This design comes from an exercise in tuning for small area on the open sky130 flow, not from production work. RTL that was checked went through simulation tests only; none was proved equivalent to the original. Function not checked in run 3: the RTL went through the layout flow alone. In every run shown here, the design's own scripts or RTL, not TritonCTS, make the clock network. The flow treats the clock pin as an ideal source. Dropping or thinning the clock tree relies on that and would not hold on a real chip. Power figures rest on the tool's default switching activity, not on a simulated workload.

<file path="flow/run.sh">
#!/bin/bash
set -euo pipefail
export BUFFER_PORTS_ARGS="-buffer_cell sky130_fd_sc_hd__buf_1"
export RECOVER_POWER=${RECOVER_POWER:-100}
RES=orfs/results/${FLOW_PLATFORM}/spibone_core/base
bash standard.sh synth floorplan place > flow_place.log 2>&1
NCLK=${NCLK:-4} CLKBUF=${CLKBUF:-sky130_fd_sc_hd__clkbuf_8} ROOTBUF=${ROOTBUF:-sky130_fd_sc_hd__clkbuf_4} RES_DIR=$RES openroad -no_init -exit flow/cts.tcl > flow_cts.log 2>&1
cp $RES/4_1_cts.odb $RES/4_cts.odb
bash standard.sh finish > flow_finish.log 2>&1
</file>
<file path="flow/cts.tcl">
set plat $::env(FLOW_HOME)/platforms/$::env(FLOW_PLATFORM)
set res $::env(RES_DIR)
set k $::env(NCLK)
read_liberty $plat/lib/sky130_fd_sc_hd__tt_025C_1v80.lib
read_db $res/3_place.odb
read_sdc $res/3_place.sdc
source $plat/setRC.tcl

set block [ord::get_db_block]
set clk_net [$block findNet clk]
set sinks {}
foreach it [$clk_net getITerms] {
  set b [[$it getInst] getBBox]
  lappend sinks [list $it [expr {([$b xMin] + [$b xMax]) / 2.0}] [expr {([$b yMin] + [$b yMax]) / 2.0}]]
}
set n [llength $sinks]
puts "clock sinks: $n"

# balanced recursive bisection: split the longer side at the median
proc split_groups {pts k} {
  if {$k <= 1} { return [list $pts] }
  set xs [lmap p $pts {lindex $p 1}]
  set ys [lmap p $pts {lindex $p 2}]
  set w [expr {[tcl::mathfunc::max {*}$xs] - [tcl::mathfunc::min {*}$xs]}]
  set h [expr {[tcl::mathfunc::max {*}$ys] - [tcl::mathfunc::min {*}$ys]}]
  set idx [expr {$w >= $h ? 1 : 2}]
  set sorted [lsort -real -index $idx $pts]
  set k1 [expr {$k / 2}]
  set n1 [expr {int(round([llength $pts] * double($k1) / $k))}]
  return [concat [split_groups [lrange $sorted 0 [expr {$n1 - 1}]] $k1] \
                 [split_groups [lrange $sorted $n1 end] [expr {$k - $k1}]]]
}
set groups [split_groups $sinks $k]
set cx {}
set cy {}
set cnt {}
foreach g $groups {
  set sx 0.0
  set sy 0.0
  foreach p $g { set sx [expr {$sx + [lindex $p 1]}]; set sy [expr {$sy + [lindex $p 2]}] }
  lappend cx [expr {$sx / [llength $g]}]
  lappend cy [expr {$sy / [llength $g]}]
  lappend cnt [llength $g]
}
puts "cluster sizes: $cnt"

# with more than 4 leaf buffers, a root buffer drives them (the clock port
# may feed only a few cells directly)
set root_net $clk_net
if {$k > 4} {
  set rmaster [[ord::get_db] findMaster $::env(ROOTBUF)]
  set rbuf [odb::dbInst_create $block $rmaster clkbuf_root]
  set root_net [odb::dbNet_create $block clk_root]
  $root_net setSigType CLOCK
  [$rbuf findITerm A] connect $clk_net
  [$rbuf findITerm X] connect $root_net
  set ax 0.0
  set ay 0.0
  foreach x $cx y $cy { set ax [expr {$ax + $x}]; set ay [expr {$ay + $y}] }
  $rbuf setLocation [expr {int($ax / $k)}] [expr {int($ay / $k)}]
  $rbuf setPlacementStatus PLACED
}

set master [[ord::get_db] findMaster $::env(CLKBUF)]
for {set c 0} {$c < $k} {incr c} {
  set buf [odb::dbInst_create $block $master clkbuf_leaf_$c]
  set net [odb::dbNet_create $block clk_leaf_$c]
  $net setSigType CLOCK
  [$buf findITerm A] connect $root_net
  [$buf findITerm X] connect $net
  $buf setLocation [expr {int([lindex $cx $c])}] [expr {int([lindex $cy $c])}]
  $buf setPlacementStatus PLACED
  lappend nets $net
}
foreach g $groups net $nets {
  foreach p $g {
    set it [lindex $p 0]
    $it disconnect
    $it connect $net
  }
}
detailed_placement
check_placement -verbose
set_propagated_clock [all_clocks]
estimate_parasitics -placement
report_clock_skew
report_checks -path_delay min_max
report_check_types -max_slew -max_capacitance -violators
write_db $res/4_1_cts.odb
write_sdc -no_timestamp $res/4_cts.sdc
</file>
<file path="standard.sh">
#!/bin/bash
# synth_recipe.tcl (not shown) runs the flow's synth.tcl, then flattens the netlist and writes it again
# the make line also repeats each setting of config.mk as NAME=value (left out here)
make -C /OpenROAD-flow-scripts/flow DESIGN_CONFIG=/design/flow/config.mk WORK_HOME=/design/flow/orfs CLKGATE_MAP_FILE= SYNTH_SCRIPT=/design/flow/synth_recipe.tcl "${@:-finish}"
</file>
<file path="config.mk">
export PLATFORM = sky130hd
export DESIGN_NAME = spibone_core
export DESIGN_NICKNAME = spibone_core
export VERILOG_FILES = /design/flow/design.v
export SDC_FILE = /design/flow/constraint.sdc
export NUM_CORES = 4
export LEC_CHECK = 0
export CAP_MARGIN = 20
export CORE_MARGIN = 2
export CORE_UTILIZATION = 70
export PLACE_DENSITY = 0.8
export SLEW_MARGIN = 20
</file>
<file path="constraint.sdc">
create_clock -name core_clock -period 5.0 [get_ports {clk}]
set_input_delay 1.0000 -clock core_clock [delete_from_list [all_inputs] [get_ports {clk}]]
set_output_delay 1.0000 -clock core_clock [all_outputs]
set_load 0.01 [all_outputs]
</file>
<file path="design.v">
module spibone_sync (
    input  wire clk,
    input  wire rst,
    input  wire raw_clk,
    input  wire raw_csn,
    input  wire raw_din,
    output wire csn,
    output wire din1,
    output wire rise,
    output wire fall,
    output wire rise_next,
    output wire level
);
    reg clk_s1, clk_s2, clk_prev;
    reg csn_s1, csn_s2;
    reg din_s1;
    always @(posedge clk) begin
        if (rst) begin
            clk_s1 <= 1'b0;
            csn_s1 <= 1'b1;
            csn_s2 <= 1'b1;
        end else begin
            clk_s1 <= raw_clk;
            csn_s1 <= raw_csn;
            csn_s2 <= csn_s1;
        end
        clk_s2   <= clk_s1;
        clk_prev <= clk_s2;
        din_s1   <= raw_din;
    end
    assign csn       = csn_s2;
    assign din1      = din_s1;
    assign rise      = clk_s2 & ~clk_prev;
    assign fall      = ~clk_s2 & clk_prev;
    assign rise_next = clk_s1 & ~clk_s2;
    assign level     = clk_prev;
endmodule
module spibone_core (
    input  wire        clk,
    input  wire        rst,
    input  wire        sclk,
    input  wire        cs_n,
    input  wire        mosi,
    output wire        miso,
    output wire        miso_oe,
    output wire        bus_cyc,
    output wire        bus_stb,
    output wire        bus_we,
    output wire [29:0] bus_adr,
    output wire [31:0] bus_dat_w,
    output wire [3:0]  bus_sel,
    input  wire        bus_ack,
    input  wire        bus_err,
    input  wire [31:0] bus_dat_r
);
    localparam [2:0] S_HDR  = 3'd0,
                     S_ADDR = 3'd1,
                     S_VAL  = 3'd2,
                     S_BUS  = 3'd3,
                     S_WAIT = 3'd4,
                     S_RESP = 3'd5,
                     S_DATA = 3'd6,
                     S_END  = 3'd7;
    wire s_csn, din1, rise, fall, rise_next, clk_level;
    spibone_sync u_sync (
        .clk       (clk),
        .rst       (rst),
        .raw_clk   (sclk),
        .raw_csn   (cs_n),
        .raw_din   (mosi),
        .csn       (s_csn),
        .din1      (din1),
        .rise      (rise),
        .fall      (fall),
        .rise_next (rise_next),
        .level     (clk_level)
    );
    reg [2:0]  state;
    reg [4:0]  cnt;
    reg        is_write;
    reg [29:0] address;
    reg [31:0] value;
    wire clear    = rst | s_csn;
    wire waiting  = (state == S_BUS) | (state == S_WAIT);
    wire cnt_end  = (cnt == 5'd7);             
    wire byte_end = (cnt[2:0] == 3'd0);
    wire bus_done = bus_ack | bus_err;
    wire adr_shift = rise_next & (clear | (state == S_HDR) |
                                  ((state == S_ADDR) & (cnt[4:1] != 4'b0011)));
    wire val_load  = (state == S_BUS) & ~is_write;
    wire send      = fall & (state == S_DATA);
    wire val_shift = (rise_next & (state == S_VAL)) | send;
    always @(posedge clk) begin
        if (adr_shift)
            address <= {address[28:0], din1};
        if (val_load)
            value <= bus_dat_r;
        else if (val_shift)
            value <= {value[30:0], din1};
    end
    wire hdr_ok = (address[7:1] == 7'd0);
    always @(posedge clk) begin
        if (clear) begin
            state <= S_HDR;
            cnt   <= 5'd0;
        end else begin
            if (waiting) begin
                if (rise)
                    cnt[2:0] <= cnt[2:0] + 3'd1;
                if (fall)
                    cnt[4] <= 1'b1;
            end else if (rise)
                cnt <= cnt + 5'd1;
            case (state)
                S_HDR: if (rise && cnt_end) begin
                    is_write <= ~address[0];
                    state    <= hdr_ok ? S_ADDR : S_END;
                end
                S_ADDR: if (rise && cnt_end)
                    state <= is_write ? S_VAL : S_BUS;
                S_VAL: if (rise && cnt_end)
                    state <= S_BUS;
                S_BUS: if (bus_done)
                    state <= S_WAIT;
                S_WAIT: if (fall && byte_end)
                    state <= S_RESP;
                S_RESP: if (fall && byte_end)
                    state <= is_write ? S_END : S_DATA;
                S_DATA: if (fall && cnt == 5'd0)
                    state <= S_END;
                default: ;
            endcase
        end
    end
    assign bus_cyc   = (state == S_BUS);
    assign bus_stb   = bus_cyc;
    assign bus_we    = bus_cyc & is_write;
    assign bus_adr   = address;
    assign bus_dat_w = value;
    assign bus_sel   = 4'hF;
    assign miso_oe   = (waiting & cnt[4]) | (state == S_RESP) | (state == S_DATA);
    wire last_edge_rise = clk_level;
    assign miso      = waiting |
                       ((state == S_RESP) & ~is_write &
                        (last_edge_rise ? (cnt[2:0] == 3'd0) : (cnt[2:0] == 3'd7))) |
                       ((state == S_DATA) & value[31]);
endmodule
</file>
==> results of run 1 <==
[cells by family after synthesis]
logic type / count (synthesis) / share of synthesized area, %
other: 1 / 0.116
xor gates and xnor gates: 2 / 0.541
buffers and inverters: 21 / 4.21
muxes: 35 / 15.4
DFF: 77 / 67.1
adders and majority gates: 3 / 1.16
AOI/OAI and AO/OA: 22 / 4.29
and+or+nand+nor: 38 / 7.15
[sequential cells by signal, summed over array words and instances (netlist names)]
name / cells
u_sync.csn_s2: 1
u_sync.csn_s1: 1
u_sync.din_s1: 1
address: 30
value: 32
u_sync.clk_s1: 1
u_sync.clk_s2: 1
u_sync.clk_prev: 1
cnt: 5
is_write: 1
state: 3
[worst min-delay path by stage]
stage,startpoint,to,slack [ns],cells past startpoint
3_5_place_dp,u_sync.clk_s1,u_sync.clk_s2,0.35,0
3_3_place_gp,u_sync.clk_s1,u_sync.clk_s2,0.33,0
2_1_floorplan,u_sync.clk_s1,u_sync.clk_s2,0.33,0
5_1_grt,u_sync.clk_s1,u_sync.clk_s2,0.38,0
6_report,u_sync.clk_s1,u_sync.clk_s2,0.36,0
[per-layer routing]
metal,vias to the layer above,GRT usage [%],part of all wire [%]
met2,100,38.8,50
met4,0,3.35,1.4
li1,935,-,-
met5,-,0,0
met1,935,32.7,41
met3,7,2.22,7.2
[cell type report]
| type | instances | area [um^2] | share of cell area [%] |
|---|---|---|---|
| Inverter | 7 | 26.3 | 0.737 |
| Sequential cell | 77 | 2170 | 61.0 |
| Multi-Input combinational cell | 104 | 836 | 23.5 |
| Buffer | 4 | 55.1 | 1.54 |
| Tap cell | 52 | 65.1 | 1.83 |
| Timing Repair Buffer | 108 | 409 | 11.5 |
[placed cells by master, fill, tap and decap left out, drive strengths merged, types with 4 or more instances in the layout]
cell type / n
nor3: 5
nor2b: 4
a31oi: 4
o21ai: 4
inv: 7
buf: 106
or2: 4
conb: 4
a21oi: 7
dfxtp: 14
clkbuf: 6
nor2: 8
edfxtp: 63
mux2: 32
[power groups by stage]
stage	Sequential [mW]	Clock [mW]	Combinational, mW
5_1_grt	0.709	0.238	0.0383
6_report	0.707	0.220	0.0339
3_5_place_dp	0.721	0	0.0353
2_1_floorplan	0.724	0	0.0130
3_3_place_gp	0.721	0	0.0341
==> run_results.csv, run 1 <==
group,metric,value,unit
status,status,"finished with violations",
status,so_faults,"capacitance limit, slew limit",
drt,ant_nets,0,
grt,antenna_found_initial,0,
sta,grt_setup_unrepaired,"false",
setup_path,crit_start,"state[1]",
placement,placed_cells,348,
placement,place_ws,2.46,ns
floorplan,core_area,0.00441,mm^2
pwr,p_per_area,270,mW/mm^2
yosys,synth.top_cells.by_count,"edfxtp_1, mux2_4, dfxtp_1",
placement,port_buffers,105,
hold_path,hold_class,"flop to flop",
floorplan,dieArea,0.00518,mm^2
grt,grt_usage,22.6,%
setup_path,crit_arrival,3.16,ns
grt,grt_max_degree,34,
setup_path,cp-end-kind,"flop",
finish,final_core_util,80.7,%
setup_path,path_cells,"and3b_1 -> nor2b_1 -> buf_4 -> a41o_1 -> clkbuf_1",
sta,whs,0.365,ns
sta,maxSlewViolCount,64,
finish,num_antenna_cells,0,
setup_path,startpoint_type,"flop",
grt,grt_pass1_vias,1859,
yosys,synth_area_leaders,"edfxtp_1, mux2_4, dfxtp_1, buf_6, buf_4",
setup_path,worst-path-stages,5,
pwr,power.leakage,1.19,nW
placement,hpwl,4.35,mm
pwr,power,0.961,mW
clock_network,insertion_delay,0.17,ns
sta,timing.final.ws_setup,1.62,ns
setup_path,cp_slowest_stage_delay,1.22,ns
yosys,synth_edf_count,63,
pwr,p_int,0.788,mW
yosys,syn_inst,199,
setup_path,crit_type,"flop to flop",
drt,wl_per_cell,17.2,um
pwr,switching_power,0.173,mW
floorplan,fp.dieW,72,um
yosys,synth_area_leader_cell,"edfxtp_1",
finish,drive_gt1_share,3.33,%
sta,fmax,296,MHz
setup_path,critPathRequiredTime,4.77,ns
drt,drc,0,
setup_path,regToRegEndpoint,"value[17]",
yosys,yosysSeqAreaShare,67.1,%
drt,vias_per_cell,5.62,
placement,gp_congestion,0.811,
sta,slew_headroom,-12.8,%
sta,finalHoldViolCount,0,
setup_path,path_max_fanout,33,
yosys,synth_top_area_share,58.4,%
pwr,p_sw_share,18.0,%
pwr,clkPwrFrac,22.9,%
finish,area.growth.synth_to_final,10.1,%
sta,min_period,3.38,ns
floorplan,pin_count,110,
finish,final_cell_area,0.00356,mm^2
setup_path,cpMaxStageDelayCell,"clkbuf_1",
floorplan,rows,24,
floorplan,die_h,72,um
setup_path,r2r_setup_slack,1.62,ns
yosys,synth_seq_cells,77,
clock_network,clkSlewWorstSetupHoldPaths,0.11,ns
sta,setup_viol,0,
grt,grt-ovfl-total,0,
yosys,yosysWarnings,2,
yosys,netlist_area,0.00324,mm^2
setup_path,crit_path_end,"value[17]",
grt,grt_pass1_wl,9.26,mm
finish,instances_no_fill,352,
pwr,p_comb_share,3.5,%
yosys,synth_ff_type,"edfxtp_1",
setup_path,reg2reg_depth,5,
yosys,syn_area_per_cell,16.3,um^2
sta,tightest_slew,1.69,ns
placement,place_area,0.00362,mm^2
yosys,synth.most_common_cell,"edfxtp_1",
floorplan,initial_core_util,73.3,%
yosys,yosysUniqueCellTypes,43,
setup_path,critPathBufInv,2,
drt,vias,1977,
sta,finClkSkew,0.0132,ns
setup_path,crit_family,"buffers and inverters",
sta,timing.setup.tns,0,ns
sta,fin_crit_sh,67.7,%
drt,drt_iter0_markers,206,
flow_run,cap_violations,2,
finish,num-fill-cells,291,
drt,totalWireLength,6.05,mm
yosys,synthArstFlopShare,0,%
setup_path,r2r-start,"state[1]",
pwr,ir_worst_vdd,0.187,mV
drt,firstDrtPassIters,4,
pwr,seqPwrFrac,73.6,%
finish,nNetsFinal,344,
==> run 2: changes to the inputs <==
--- a/flow/run.sh
+++ b/flow/run.sh
@@ -2,5 +2,5 @@
 set -euo pipefail
 export BUFFER_PORTS_ARGS="-buffer_cell sky130_fd_sc_hd__buf_1"
-export RECOVER_POWER=${RECOVER_POWER:-100}
+export DOWNSIZE=${DOWNSIZE:-1}
 RES=orfs/results/${FLOW_PLATFORM}/spibone_core/base
 bash standard.sh synth floorplan place > flow_place.log 2>&1
--- a/flow/cts.tcl
+++ b/flow/cts.tcl
@@ -80,7 +80,16 @@
   }
 }
+set_propagated_clock [all_clocks]
+estimate_parasitics -placement
+if {[info exists ::env(DOWNSIZE)] && $::env(DOWNSIZE)} {
+  # downsize cells off the critical paths (synthesis sizes for speed), then
+  # repair any slew/capacitance limits this breaks
+  set_dont_use [get_lib_cells {sky130_fd_sc_hd__probe* sky130_fd_sc_hd__lpflow_*}]
+  repair_timing -recover_power 100 -verbose
+  estimate_parasitics -placement
+  repair_design -slew_margin 20 -cap_margin 20 -verbose
+}
 detailed_placement
 check_placement -verbose
-set_propagated_clock [all_clocks]
 estimate_parasitics -placement
 report_clock_skew
==> run_results.csv, run 2 <==
group,metric,value,unit
yosys,yosysWarnings,2,
floorplan,initial_core_util,73.3,%
setup_path,crit_start,"rst",
status,status,"finished clean",
placement,gp_congestion,0.811,
yosys,synth_seq_cells,77,
setup_path,cp-end-kind,"flop",
yosys,yosysSeqAreaShare,67.1,%
finish,largestRegisters,"value: 32 flops, address: 30 flops, cnt: 5 flops",
setup_path,crit_path_end,"address[19]",
grt,grt_pass1_wl,9.30,mm
finish,num-fill-cells,288,
placement,place_ws,2.46,ns
floorplan,pin_count,110,
yosys,syn_area_per_cell,16.3,um^2
drt,wl_per_cell,17.0,um
setup_path,crit_type,"input pin to flop",
grt,antenna_found_initial,0,
yosys,synth.most_common_cell,"edfxtp_1",
placement,hpwl,4.35,mm
floorplan,die_h,72,um
yosys,synth_edf_count,63,
flow_run,cap_violations,0,
pwr,power.leakage,1.20,nW
finish,top_register,"value",
grt,grt-ovfl-total,0,
pwr,p_per_area,268,mW/mm^2
finish,drive_gt1_share,4.65,%
yosys,yosysUniqueCellTypes,43,
drt,drc,0,
setup_path,path_max_fanout,30,
setup_path,reg2reg_depth,6,
sta,finClkSkew,0.0116,ns
yosys,synth_ff_type,"edfxtp_1",
yosys,syn_inst,199,
sta,min_period,2.63,ns
pwr,ir_worst_vdd,0.197,mV
sta,tightest_slew,0.711,ns
drt,vias_per_cell,5.61,
yosys,synthArstFlopShare,0,%
yosys,synth_top_area_share,58.4,%
floorplan,dieArea,0.00518,mm^2
drt,vias,1981,
sta,slew_headroom,52.6,%
finish,nNetsFinal,345,
placement,port_buffers,105,
finish,num_antenna_cells,0,
floorplan,core_area,0.00441,mm^2
yosys,synth_area_leaders,"edfxtp_1, mux2_4, dfxtp_1, buf_6, buf_4",
finish,layout_commonest_cell,"buf_1",
sta,setup_viol,0,
sta,grt_setup_unrepaired,"false",
clock_network,insertion_delay,0.17,ns
setup_path,critPathRequiredTime,4.80,ns
finish,largest_reg_flops,32,
drt,drt_iter0_markers,158,
grt,grt_max_degree,34,
yosys,synth_area_leader_cell,"edfxtp_1",
sta,fmax,380,MHz
drt,ant_nets,0,
sta,finalHoldViolCount,0,
grt,grt_usage,22.8,%
sta,timing.final.ws_setup,2.37,ns
hold_path,hold_class,"flop to flop",
setup_path,regToRegEndpoint,"value[14]",
drt,totalWireLength,5.99,mm
yosys,netlist_area,0.00324,mm^2
setup_path,crit_arrival,2.44,ns
drt,firstDrtPassIters,4,
setup_path,startpoint_type,"input pin",
grt,grt_pass1_vias,1835,
floorplan,rows,24,
finish,area.growth.synth_to_final,10.9,%
yosys,synth.top_cells.by_count,"edfxtp_1, mux2_4, dfxtp_1",
sta,timing.setup.tns,0,ns
setup_path,r2r_setup_slack,2.53,ns
setup_path,r2r-start,"state[1]",
floorplan,fp.dieW,72,um
clock_network,clkSlewWorstSetupHoldPaths,0.11,ns
finish,final_cell_mix,"buf_1, edfxtp_1, mux2_1",
sta,maxSlewViolCount,0,
sta,fin_crit_sh,52.7,%
==> run 2: final cells by class <==
cell class	count	area [um^2]	area share, %
Tap cell	52	65.1	1.81
Buffer	4	55.1	1.53
Sequential cell	77	2170	60.5
Inverter	7	26.3	0.732
Timing Repair Buffer	109	432	12.0
Multi-Input combinational cell	104	838	23.4
==> run 2: through the flow <==
stage / power (mW) / util (%) / hold WS (ns) / area (um^2) / cells
floorplan: 0.737 / - / 0.331 / 3250 / 202
global placement: 0.755 / 82.1 / 0.334 / 3620 / 348
detailed placement: 0.757 / 82.1 / 0.353 / 3620 / 348
global route: 0.988 / 81.3 / 0.378 / 3590 / 353
finish: 0.963 / 81.3 / 0.365 / 3590 / 353
==> run 2: worst min-delay path by stage <==
stage                        from             to  slack (ns)  cells after the start
floorplan           u_sync.clk_s1  u_sync.clk_s2        0.33                      0
detailed placement  u_sync.clk_s1  u_sync.clk_s2        0.35                      0
global route        u_sync.clk_s1  u_sync.clk_s2        0.38                      0
finish              u_sync.clk_s1  u_sync.clk_s2        0.37                      0
global placement    u_sync.clk_s1  u_sync.clk_s2        0.33                      0
==> run 2: worst max-delay path, cell delays in order <==
cell and delay [ns]:
buf_1 0.12, or2_0 0.48, a21oi_1 0.11, nor3_2 0.13, clkbuf_2 0.59
==> run 2: report_power, final <==
part	leakage, nW	switching (mW)	internal [mW]	total (mW)
logic	0.482	0.0209	0.0133	0.0341
registers	0.689	0.00728	0.700	0.707
clock network	0.0288	0.147	0.0748	0.222
==> run 2: metal layers <==
layer / GRT usage, % / part of all wire (%) / vias to the layer above
met5: 0 / 0 / -
met4: 1.68 / 0.85 / 0
met3: 2.36 / 5.6 / 5
met2: 39.5 / 51 / 79
met1: 33.4 / 43 / 958
li1: - / - / 939
==> run 2: cells by family after synthesis <==
group,Yosys count,synth area share (%)
compound gates,22,4.29
xor+xnor,2,0.541
fa+ha+maj,3,1.16
buf+inv,21,4.21
flops,77,67.1
mux,35,15.4
other cells,1,0.116
simple gates,38,7.15
==> run 3: changes to the inputs <==
--- a/design.v
+++ b/design.v
@@ -57,9 +57,9 @@
                      S_ADDR = 3'd1,
                      S_VAL  = 3'd2,
-                     S_BUS  = 3'd3,
-                     S_WAIT = 3'd4,
-                     S_RESP = 3'd5,
-                     S_DATA = 3'd6,
-                     S_END  = 3'd7;
+                     S_END  = 3'd3,
+                     S_BUS  = 3'd4,
+                     S_WAIT = 3'd5,
+                     S_RESP = 3'd6,
+                     S_DATA = 3'd7;
     wire s_csn, din1, rise, fall, rise_next, clk_level;
     spibone_sync u_sync (
@@ -86,18 +86,18 @@
     wire byte_end = (cnt[2:0] == 3'd0);
     wire bus_done = bus_ack | bus_err;
-    wire adr_shift = rise_next & (clear | (state == S_HDR) |
-                                  ((state == S_ADDR) & (cnt[4:1] != 4'b0011)));
-    wire val_load  = (state == S_BUS) & ~is_write;
-    wire send      = fall & (state == S_DATA);
-    wire val_shift = (rise_next & (state == S_VAL)) | send;
+    wire busy      = state[2];                 
+    wire adr_shift = rise_next & (state == S_ADDR) & (cnt[4:1] != 4'b0011);
+    wire val_load  = (state == S_BUS);
+    wire val_shift = (rise_next & (clear | ~busy)) | (fall & (state == S_DATA));
     always @(posedge clk) begin
         if (adr_shift)
             address <= {address[28:0], din1};
-        if (val_load)
-            value <= bus_dat_r;
-        else if (val_shift)
+        if (val_load) begin
+            if (~is_write)
+                value <= bus_dat_r;
+        end else if (val_shift)
             value <= {value[30:0], din1};
     end
-    wire hdr_ok = (address[7:1] == 7'd0);
+    wire hdr_ok = (value[7:1] == 7'd0);
     always @(posedge clk) begin
         if (clear) begin
@@ -114,5 +114,5 @@
             case (state)
                 S_HDR: if (rise && cnt_end) begin
-                    is_write <= ~address[0];
+                    is_write <= ~value[0];
                     state    <= hdr_ok ? S_ADDR : S_END;
                 end
==> run_results.csv, run 3 <==
group,metric,value,unit
pwr,p_sw_share,18.1,%
placement,place_area,0.00357,mm^2
finish,layout_commonest_cell,"buf_1",
finish,largestRegisters,"value: 32 flops, address: 30 flops, cnt: 5 flops",
grt,antenna_found_initial,0,
setup_path,path_max_fanout,17,
setup_path,crit_arrival,1.96,ns
floorplan,fp.dieW,71.2,um
sta,setup_viol,0,
yosys,synth_seq_cells,77,
placement,placed_cells,355,
hold_path,hold_class,"flop to flop",
sta,maxSlewViolCount,0,
placement,place_ws,2.29,ns
drt,vias,2065,
floorplan,pin_count,110,
yosys,synth_ff_type,"edfxtp_1",
sta,fmax,338,MHz
finish,nNetsFinal,354,
grt,grt_use_met3,3.28,%
clock_network,clkSlewWorstSetupHoldPaths,0.12,ns
sta,grt_setup_unrepaired,"false",
yosys,synthArstFlopShare,0,%
finish,num-fill-cells,251,
finish,area.growth.synth_to_final,16.6,%
pwr,switching_power,0.177,mW
pwr,clkPwrFrac,22.5,%
pwr,p_int,0.797,mW
setup_path,path_cells,"nand2b_1 -> nor2_1 -> buf_4 -> and2_0 -> buf_1",
sta,fin_crit_sh,59.2,%
pwr,p_comb_share,4.8,%
sta,slew_headroom,64.3,%
pwr,ir_worst_vdd,0.206,mV
finish,seqCellArea,0.00217,mm^2
sta,min_period,2.96,ns
yosys,yosysSeqAreaShare,68.8,%
yosys,yosysWarnings,2,
floorplan,rows,24,
placement,hpwl,4.21,mm
setup_path,crit_type,"flop to primary output",
grt,met2_usage,39.6,%
grt,busiest_layer,"met2",
drt,ant_nets,0,
finish,top_register,"value",
yosys,synth_edf_count,63,
finish,num_antenna_cells,0,
yosys,syn_inst,207,
pwr,power.leakage,1.16,nW
floorplan,initial_core_util,72.6,%
drt,drt_iter0_markers,139,
sta,timing.setup.tns,0,ns
yosys,yosysUniqueCellTypes,50,
sta,tightest_slew,0.535,ns
sta,finalHoldViolCount,0,
pwr,p_per_area,264,mW/mm^2
flow_run,cap_violations,0,
drt,wl_per_cell,16.5,um
yosys,netlist_area,0.00316,mm^2
yosys,synth_top_area_share,59.9,%
pwr,seqPwrFrac,72.8,%
pwr,power,0.973,mW
drt,vias_per_cell,5.70,
yosys,synth_area_leaders,"edfxtp_1, mux2_2, dfxtp_1, buf_4, nor2_1",
yosys,synth.top_cells.by_count,"edfxtp_1, mux2_2, dfxtp_1",
floorplan,core_area,0.00435,mm^2
yosys,synth.most_common_cell,"edfxtp_1",
finish,drive_gt1_share,14.8,%
grt,grt-ovfl-total,0,
setup_path,startpoint_type,"flop",
grt,grt_pass1_vias,2002,
grt,grt_usage,22.0,%
grt,grt_pass1_wl,9.00,mm
setup_path,r2r_setup_slack,2.39,ns
sta,finClkSkew,0.0155,ns
sta,timing.final.ws_setup,2.04,ns
finish,final_cell_mix,"buf_1, edfxtp_1, mux2_2",
setup_path,cpMaxStageDelayCell,"dfxtp_1",
yosys,synth_area_leader_cell,"edfxtp_1",
finish,instances_no_fill,362,
setup_path,cp-end-kind,"primary output",
finish,final_cell_area,0.00368,mm^2
floorplan,die_h,71.2,um
grt,grt_max_degree,23,
drt,firstDrtPassIters,4,
placement,gp_congestion,0.844,
finish,largest_reg_flops,32,
finish,multi_input_area,903,um^2
setup_path,cp_slowest_stage_delay,0.66,ns
setup_path,critPathRequiredTime,4.00,ns
status,status,"finished clean",
placement,port_buffers,105,
clock_network,insertion_delay,0.17,ns
drt,totalWireLength,5.96,mm
yosys,syn_area_per_cell,15.3,um^2
floorplan,dieArea,0.00507,mm^2
drt,drc,0,
grt,met1_usage,28.4,%
## run 3: final timing paths
path	startpoint	to	cells after the start
max reg2reg	state[2]	value[21]	5
min	u_sync.clk_s1	u_sync.clk_s2	0
min reg2reg	u_sync.clk_s1	u_sync.clk_s2	0
max	state[2]	bus_we	5
## run 3: kinds of logic (layout without fill, tap and decap cells)
| group | count (synthesis) | after routing | share of synthesized area [%] |
|---|---|---|---|
| muxes | 33 | 33 | 11.7 |
| and+or+nand+nor | 41 | 41 | 7.57 |
| xor gates and xnor gates | 2 | 2 | 0.555 |
| AOI/OAI and AO/OA | 30 | 30 | 6.73 |
| other | 1 | 4 | 0.119 |
| adders and majority gates | 3 | 3 | 1.19 |
| buffers and inverters | 20 | 120 | 3.41 |
| DFF | 77 | 77 | 68.8 |
## run 3: layer usage
| metal | vias to the layer above | wire length (um) |
|---|---|---|
| met3 | 13 | 390 |
| met1 | 981 | 2400 |
| met5 | - | 0 |
| met2 | 81 | 3050 |
| li1 | 990 | - |
| met4 | 0 | 123 |
## run 3: per-stage QoR
stage	hold WS [ns]	util (%)
2_1_floorplan	0.351	-
3_3_place_gp	0.391	82.1
3_5_place_dp	0.387	82.1
5_1_grt	0.412	84.6
6_report	0.418	84.6
## run 3: worst max-delay path: cells and delay by family (launching register included)
family / cells / cell delay, ns
buf+inv: 2 / 0.41
simple gates: 3 / 0.72
flops: 1 / 0.66
## run 3: area by class of cell
type | count | area share [%]
flip-flops and latches | 77 | 58.9
repair buffers | 110 | 12.7
inverters | 6 | 0.611
plain buffers | 4 | 1.49
multi-input cells | 113 | 24.5
well taps | 52 | 1.77
## run 3: power groups by stage
| stage | sequential, mW | combinational, mW | clock (mW) |
|---|---|---|---|
| after floorplan | 0.725 | 0.0218 | 0 |
| after global placement | 0.722 | 0.0429 | 0 |
| after detailed placement | 0.723 | 0.0442 | 0 |
| after global routing | 0.710 | 0.0507 | 0.240 |
| final | 0.708 | 0.0465 | 0.219 |

[re-timing with driven ports]
In the flow no input, the clock included, has a driving cell. The finished layouts below were timed again as built, in two steps. Step 1 sets driving cells, clkbuf_16 on the clock port and buf_2 on the other inputs (assumed; they add their load-dependent delay and slew). Step 2 also shifts input and output timing later by t, the mid clock arrival at the registers, as if the neighbouring blocks saw the same clock. Three values: ideal ports, drivers, drivers and shift; two values: the first two.
run | shift t [ns] | setup slack, ns | clock arrival spread, ns | pins driven straight from the clock port
run 1 | 0.216 | 1.617 / 1.617 / 1.611 | 0.013 / 0.013 | 4
run 2 | 0.216 | 2.367 / 2.364 / 2.182 | 0.011 / 0.011 | 4
run 3 | 0.215 | 2.039 / 1.985 / 2.201 | 0.015 / 0.015 | 4
For run 2, which loses most, drivers alone change the setup slack by -0.003 ns; drivers and shift together by -0.185 ns.
